This is an optimization exercise on Yosys and OpenROAD, whose aim is small area, a short achievable clock period and few clock cycles per item, not a production implementation. RTL that was checked went through simulation tests only; none was proved equivalent to the original.

==> flow/design.v <==
module carry_norm (
    input  wire        clk,
    input  wire        rst,
    input  wire        in_valid,
    output reg         in_ready,
    input  wire [63:0] in_data,
    input  wire        in_last,
    output reg         out_valid,
    input  wire        out_ready,
    output wire [63:0] out_digit,
    output reg         out_last,
    output reg         out_err,
    output reg         out_topovf
);
    localparam [1:0] S_IDLE = 2'd0, S_RSH = 2'd1, S_ADD = 2'd2, S_DIV = 2'd3;
    reg        v0;
    reg [63:0] x0;
    reg        l0;
    reg        drop;         
    reg        cz;           
    reg        cbig;         
    reg [15:0] cs;           
    reg [63:0] c;            
    reg [6:0]  odig;         
    reg        ofull;
    reg        osf1, osf2, osf3;    
    reg        ssf;                 
    reg        sv;           
    reg [6:0]  sdig;
    reg        slast, serr, stop, sfull;
    reg [1:0]  st;           
    reg [6:0]  cnt;          
    reg [3:0]  dly;          
    reg        sgn;          
    reg        rb, stk;      
    reg        cy;           
    reg        vneg;         
    assign out_digit = {c[63:50] & {14{osf3}}, c[49:36] & {14{osf2}},
                        c[35:22] & {14{osf1}}, c[21:7] & {15{ofull}}, odig};
    wire accept  = in_valid && in_ready;
    wire rd      = out_valid && out_ready;
    wire room    = !(out_valid && sv);                   
    wire qempty  = !out_valid && !sv;
    wire fullpend = (out_valid && ofull) || (sv && sfull);
    function fast_win;                  
        input [63:0] x;
        fast_win = (x[62:52] < 11'd1022) || (!x[63] && x[62:52] <= 11'd1043);
    endfunction
    function is_bad;                    
        input [63:0] x;
        is_bad = (x[62:52] == 11'd2047) || (x[62:52] > 11'd1086) ||
                 ((x[62:52] == 11'd1086) && !(x[63] && x[51:0] == 52'd0));
    endfunction
    function drain_f;
        input        v, idle, dr, rm, fp, cz_, cb, last, win, bad;
        drain_f = v && idle &&
                  (dr || (rm && (bad || (win && (cz_ || !cb) && !(last && fp)))));
    endfunction
    wire        f_sign = x0[63];
    wire [10:0] f_exp  = x0[62:52];
    wire [52:0] f_mant = {f_exp != 11'd0, x0[51:0]};
    wire        f_tiny = (f_exp < 11'd1022);
    wire        f_win  = fast_win(x0);
    wire        f_bad  = is_bad(x0);
    wire        fast   = f_win && (cz || !cbig);
    wire        idle   = (st == S_IDLE);
    wire        drain  = drain_f(v0, idle, drop, room, fullpend, cz, cbig, l0, f_win, f_bad);
    wire        start_slow = v0 && idle && !drop && !f_bad && !fast && qempty;
    wire [4:0]  sh5   = 5'd19 - f_exp[4:0];             
    wire [21:0] tsh   = f_mant[52:31] >> sh5;
    wire [20:0] ip    = f_tiny ? 21'd0 : tsh[21:1];
    wire        rbit  = !f_tiny && tsh[0];
    reg  [21:0] smask;
    integer k;
    always @(*)
        for (k = 0; k < 22; k = k + 1)
            smask[k] = (k <= sh5);
    wire        stkf  = (|f_mant[29:0]) || (|(f_mant[51:30] & smask));
    wire        rupf  = rbit & (stkf | ip[0]);
    wire [15:0] cadd  = cz ? 16'd0 : cs;
    reg  [21:0] fv;
    reg         rc;
    integer j;
    always @(*) begin
        rc = rupf;
        for (j = 0; j < 22; j = j + 1) begin
            fv[j] = (j < 21 ? ip[j] : 1'b0) ^ (j < 16 ? cadd[j] : 1'b0) ^ rc;
            rc    = ((j < 21 ? ip[j] : 1'b0) & (j < 16 ? cadd[j] : 1'b0)) |
                    (((j < 21 ? ip[j] : 1'b0) | (j < 16 ? cadd[j] : 1'b0)) & rc);
        end
    end
    wire [15:0] fq    = fv / 22'd100;
    wire [6:0]  fr    = fv % 22'd100;
    wire        ftop  = (fv[21:7] != 15'd0) || (fv[6:0] > 7'd99);
    wire        a_bit  = ((dly == 4'd0) ? x0[0] : 1'b0) ^ sgn;
    wire        b_bit  = cz ? 1'b0 : cbig ? c[0] : (cnt[6:4] == 3'd0) && cs[cnt[3:0]];
    wire        rup_s  = rb & (stk | x0[0]);
    wire        c_in   = (cnt == 7'd0) ? (rup_s ^ sgn) : cy;
    wire        s_bit  = a_bit ^ b_bit ^ c_in;
    wire        s_cy   = (a_bit & b_bit) | (a_bit & c_in) | (b_bit & c_in);
    wire        s_64   = sgn ^ (cbig & b_bit) ^ s_cy;    
    wire        s_ovf  = (s_64 != s_bit);
    wire [63:0] vfin   = {s_bit, c[63:1]};
    wire        vtop   = vfin[63] || (|vfin[62:7]) || (vfin[6:0] > 7'd99);
    wire [7:0]  d_t    = {(cnt == 7'd0) ? 7'd0 : cs[6:0], c[63] ^ vneg};
    wire        d_ge   = (d_t >= 8'd100);
    wire [7:0]  d_r    = d_ge ? d_t - 8'd100 : d_t;
    wire [6:0]  d_fin  = vneg ? 7'd99 - d_r[6:0] : d_r[6:0];
    wire        add_end = (st == S_ADD) && (cnt == 7'd63);
    wire        div_end = (st == S_DIV) && (cnt == 7'd63);
    reg         wr;                      
    reg  [6:0]  nd;
    reg         nlast, nerr, ntop, nfull, nsf;
    reg         pop;                     
    reg         n_drop, n_cz, n_cbig;
    always @(*) begin
        wr = 1'b0; nd = 7'd0; nlast = 1'b0; nerr = 1'b0; ntop = 1'b0; nfull = 1'b0;
        nsf = 1'b0;
        pop = 1'b0;
        n_drop = drop; n_cz = cz; n_cbig = cbig;
        if (drain) begin
            pop = 1'b1;
            if (drop) begin
                if (l0) n_drop = 1'b0;
            end else if (f_bad) begin
                wr = 1'b1; nerr = 1'b1; nlast = 1'b1;
                n_cz = 1'b1; n_cbig = 1'b0; n_drop = !l0;
            end else begin
                wr = 1'b1; nlast = l0; nfull = l0; ntop = l0 && ftop;
                nd = l0 ? fv[6:0] : fr;
                n_cz = l0; n_cbig = 1'b0;
            end
        end
        if (add_end) begin
            if (s_ovf) begin
                pop = 1'b1; wr = 1'b1; nerr = 1'b1; nlast = 1'b1;
                n_cz = 1'b1; n_cbig = 1'b0; n_drop = !l0;
            end else if (l0) begin
                pop = 1'b1; wr = 1'b1; nlast = 1'b1; nfull = 1'b1; ntop = vtop;
                nsf = 1'b1;
                nd = vfin[6:0];
                n_cz = 1'b1; n_cbig = 1'b0;
            end
        end
        if (div_end) begin
            pop = 1'b1; wr = 1'b1; nd = d_fin;
            n_cz = 1'b0; n_cbig = 1'b1;
        end
    end
    wire n_ov   = (out_valid && !rd) || sv || wr;
    wire n_sv   = (out_valid && !rd && (sv || wr)) || (sv && wr);
    wire n_room = !(n_ov && n_sv);
    wire n_fp   = (out_valid && !rd && ofull) || (sv && sfull) || (wr && nfull);
    wire n_keep = v0 && !pop;            
    wire n_idle = !(start_slow || (!idle && !(add_end && (s_ovf || l0)) && !div_end));
    wire in_win    = (in_data[62:52] <= 11'd1043) &&
                     (!in_data[63] || in_data[62:52] < 11'd1022);
    wire drain_new = n_idle && (n_drop || (n_room && in_win && (n_cz || !n_cbig) &&
                                           !(in_last && n_fp)));
    wire drain_old = drain_f(1'b1, n_idle, n_drop, n_room, n_fp, n_cz, n_cbig, l0,
                             f_win, f_bad);
    wire n_ready   = accept ? drain_new : (!n_keep || drain_old);
    always @(posedge clk) begin
        if (rst) begin
            v0         <= 1'b0;
            in_ready   <= 1'b1;
            drop       <= 1'b0;
            cz         <= 1'b1;
            cbig       <= 1'b0;
            st         <= S_IDLE;
            out_valid  <= 1'b0;
            sv         <= 1'b0;
        end else begin
            v0        <= accept || n_keep;
            in_ready  <= n_ready;
            drop      <= n_drop;
            cz        <= n_cz;
            cbig      <= n_cbig;
            out_valid <= n_ov;
            sv        <= n_sv;
            if (start_slow)
                st <= (f_exp >= 11'd1075) ? S_ADD : S_RSH;
            case (st)
                S_RSH: if (cnt == 7'd1) st <= S_ADD;
                S_ADD: if (add_end) st <= (s_ovf || l0) ? S_IDLE : S_DIV;
                S_DIV: if (div_end) st <= S_IDLE;
                default: ;
            endcase
        end
    end
    always @(posedge clk) begin
        if (in_ready) begin
            x0 <= in_data;
            l0 <= in_last;
        end
        if (rd || !out_valid) begin
            if (sv) begin
                odig <= sdig; out_last <= slast; out_err <= serr;
                out_topovf <= stop; ofull <= sfull;
                osf1 <= ssf; osf2 <= ssf && slast; osf3 <= ssf && !serr;
            end else begin
                odig <= nd; out_last <= nlast; out_err <= nerr;
                out_topovf <= ntop; ofull <= nfull;
                osf1 <= nsf; osf2 <= nsf && nlast; osf3 <= nsf && !nerr;
            end
        end
        if (wr && (sv || (out_valid && !rd))) begin
            sdig <= nd; slast <= nlast; serr <= nerr; stop <= ntop; sfull <= nfull;
            ssf <= nsf;
        end
        if (drain && !drop && !f_bad) begin
            if (l0)
                c[21:0] <= fv;
            else
                cs <= fq;
        end
        if (start_slow) begin
            x0[63:52] <= {11'd0, f_exp != 11'd0};
            sgn       <= f_sign;
            rb        <= 1'b0;
            stk       <= 1'b0;
            cnt       <= 7'd0;
            if (f_exp >= 11'd1075) begin
                dly <= f_exp[3:0] - 4'd3;                     
            end else begin
                dly <= 4'd0;
                cnt <= f_tiny ? 7'd54 : 7'd51 - f_exp[6:0];  
            end
        end
        case (st)
            S_RSH: begin
                stk <= stk | rb;
                rb  <= x0[0];
                x0  <= {1'b0, x0[63:1]};
                cnt <= cnt - 7'd1;
            end
            S_ADD: begin
                if (dly == 4'd0)
                    x0 <= {1'b0, x0[63:1]};
                else
                    dly <= dly - 4'd1;
                c    <= vfin;
                cy   <= s_cy;
                cnt  <= add_end ? 7'd0 : cnt + 7'd1;
                vneg <= s_bit;
            end
            S_DIV: begin
                c   <= {c[62:0], d_ge ^ vneg};
                cs[6:0] <= d_r[6:0];
                cnt <= cnt + 7'd1;
            end
            default: ;
        endcase
    end
endmodule
clock: 100.0 ns
lec_check: 0
abc_area: 1
cap_margin: 50
core_margin: 2
core_utilization: 40
setup_slack_margin: 2
slew_margin: 70
run.sh (not shown) runs the stock make flow with config.mk's settings and CLKGATE_MAP_FILE= SYNTH_SCRIPT=/design/flow/synth_recipe.tcl, a recipe that flattens the netlist after the stock synthesis.
Edit:
Settings changed: CAP_MARGIN 50 to 20, SLEW_MARGIN 70 to 20.
What happened: Wire length shrinks slightly. Clock skew is about the same.
Function was not checked in any run of this note: the RTL went through the layout flow alone.

oak:
carry_norm, a different RTL version from the one above (not shown whole).
Size in the first run: roughly 2100 cells after synthesis, about 15000 sq um of cells after synthesis.
export LEC_CHECK = 0
export ABC_AREA = 1
export CAP_MARGIN = 20
export CORE_MARGIN = 2
export CORE_UTILIZATION = 40
export SETUP_SLACK_MARGIN = 2
export SLEW_MARGIN = 20
create_clock -name core_clock -period 100.0 [get_ports {clk}]
Testbench counts of oak, summed over its fixed seeds: cycles 18,530, items 18,514.
> inputs changed (oak -> pine)
- CTS_CLUSTER_SIZE now 30, previously not set
==> flow/flow/run.sh (new file) <==
#!/bin/bash
# The standard layout, with a plain small buffer (buf_1) on each port
# instead of the flow's default port buffer. Everything else is unchanged.
set -euo pipefail
bash standard.sh "BUFFER_PORTS_ARGS=-buffer_cell sky130_fd_sc_hd__buf_1" finish > standard.log 2>&1
==> flow/standard.sh (new file) <==
#!/bin/bash
# synth_recipe.tcl (not shown) runs the flow's synth.tcl, then flattens the netlist and writes it again
# the make line also repeats each setting of config.mk as NAME=value (left out here)
make -C /OpenROAD-flow-scripts/flow DESIGN_CONFIG=/design/flow/config.mk WORK_HOME=/design/flow/orfs CLKGATE_MAP_FILE= SYNTH_SCRIPT=/design/flow/synth_recipe.tcl "${@:-finish}"
removed: flow/run.sh
==> comparison <==
- Looking at met3 track demand over resource, pine sits 0.66 points above oak.
- Per the comparison of pine with oak, final critical delay including setup and external delays lost 0.36 ns.
Modified inputs, birch compared to pine
- clearing CTS_CLUSTER_SIZE, which used to be 30
### Flow results
birch completed; timing, DRC and antenna clean
Re post-route minimum period: no difference whatsoever between birch and pine.
Re overall fraction of global-route tracks in use: no difference whatsoever between birch and pine.
Pin count of the biggest net entering global routing came out exactly the same in birch and pine.
Comparing birch against pine, there is no change at all in count of buffer and inverter cells on the critical path.
From pine to birch the numbers moved as follows: gate count after technology mapping held, area enclosed by the die boundary roughly the same, worst setup slack essentially unchanged, sequential share of layout area stayed essentially flat.

Another version of the RTL of carry_norm (not shown whole).
For scale: roughly 2100 cells after synthesis, about 200 flip-flops, about 0.015 mm2 of cells after synthesis.
Settings: LEC_CHECK=0, ABC_AREA=1, CAP_MARGIN=20, CORE_MARGIN=2, CORE_UTILIZATION=40, SETUP_SLACK_MARGIN=2, SLEW_MARGIN=20; clock period 100.0 ns.
standard.sh (not shown) runs the stock make flow with config.mk's settings and CLKGATE_MAP_FILE= SYNTH_SCRIPT=/design/flow/synth_recipe.tcl, a recipe that flattens the netlist after the stock synthesis.
==> flow/flow/run.sh <==
#!/bin/bash
# The standard layout, with a plain small buffer (buf_1) on each port
# instead of the flow's default port buffer. Everything else is unchanged.
set -euo pipefail
bash standard.sh "BUFFER_PORTS_ARGS=-buffer_cell sky130_fd_sc_hd__buf_1" finish > standard.log 2>&1
The first run went through all stages and came out clean.
Edit:
--- a/flow/config.mk
+++ b/flow/config.mk
@@ -9,5 +9,5 @@
 export CAP_MARGIN = 20
 export CORE_MARGIN = 2
-export CORE_UTILIZATION = 40
+export CORE_UTILIZATION = 60
 export SETUP_SLACK_MARGIN = 2
 export SLEW_MARGIN = 20
The new run completed without violations. Sequential cell count does not change. Synthesized cell count is unchanged. Worst hold slack gets worse by 0.0052 ns. Die area shrinks by 33%. Critical path depth does not change. Maximum frequency barely changes. Wire length shrinks by 2.4%. Worst setup slack stays flat. Area after synthesis is unchanged. Global-route usage grows by 9.4 points.
No run of this note included a check of the RTL's function; only the layout flow was run.

==> afterwards: timing with drivers on the ports <==
The flow's constraints put no driver on any port. The routed layouts listed below were extracted and timed again, unchanged, in two steps. Step 1 sets driving cells, clkbuf_16 on the clock port and buf_2 on the other inputs (assumed; they add their load-dependent delay and slew). Step 2, shift: input delay + t, output delay - t, t = (earliest + latest rising clock arrival at the registers) / 2. This alone moves slack from input paths to output paths. Slacks: no drivers / after step 1 / after step 2; pairs: no drivers / after step 1.
run | t, ns | setup slack, ns | worst setup path after step 2 | slew at the worst register clock pin (ns) | worst data-port slew with drivers (ns)
the first run of note 1 | 0.512 | 78.027 / 77.976 / 78.278 | input to register | 0.08 / 0.08 | 0.05
the second run of note 1 | 0.502 | 78.018 / 77.967 / 78.001 | input to register | 0.08 / 0.08 | 0.05
oak | 0.507 | 77.913 / 77.863 / 78.011 | input to register | 0.09 / 0.09 | 0.05
pine | 0.506 | 78.275 / 78.226 / 78.353 | input to register | 0.08 / 0.08 | 0.06
birch | 0.506 | 78.275 / 78.226 / 78.353 | input to register | 0.08 / 0.08 | 0.06
the first run of note 3 | 0.502 | 78.473 / 78.424 / 78.297 | input to register | 0.08 / 0.08 | 0.05
the second run of note 3 | 0.492 | 78.472 / 78.423 / 78.368 | input to register | 0.09 / 0.09 | 0.04
After both steps setup and hold are still met in every run listed. The setup slack of the first run of note 3, which loses most, moves by -0.049 ns with the drivers and by -0.176 ns with both steps.
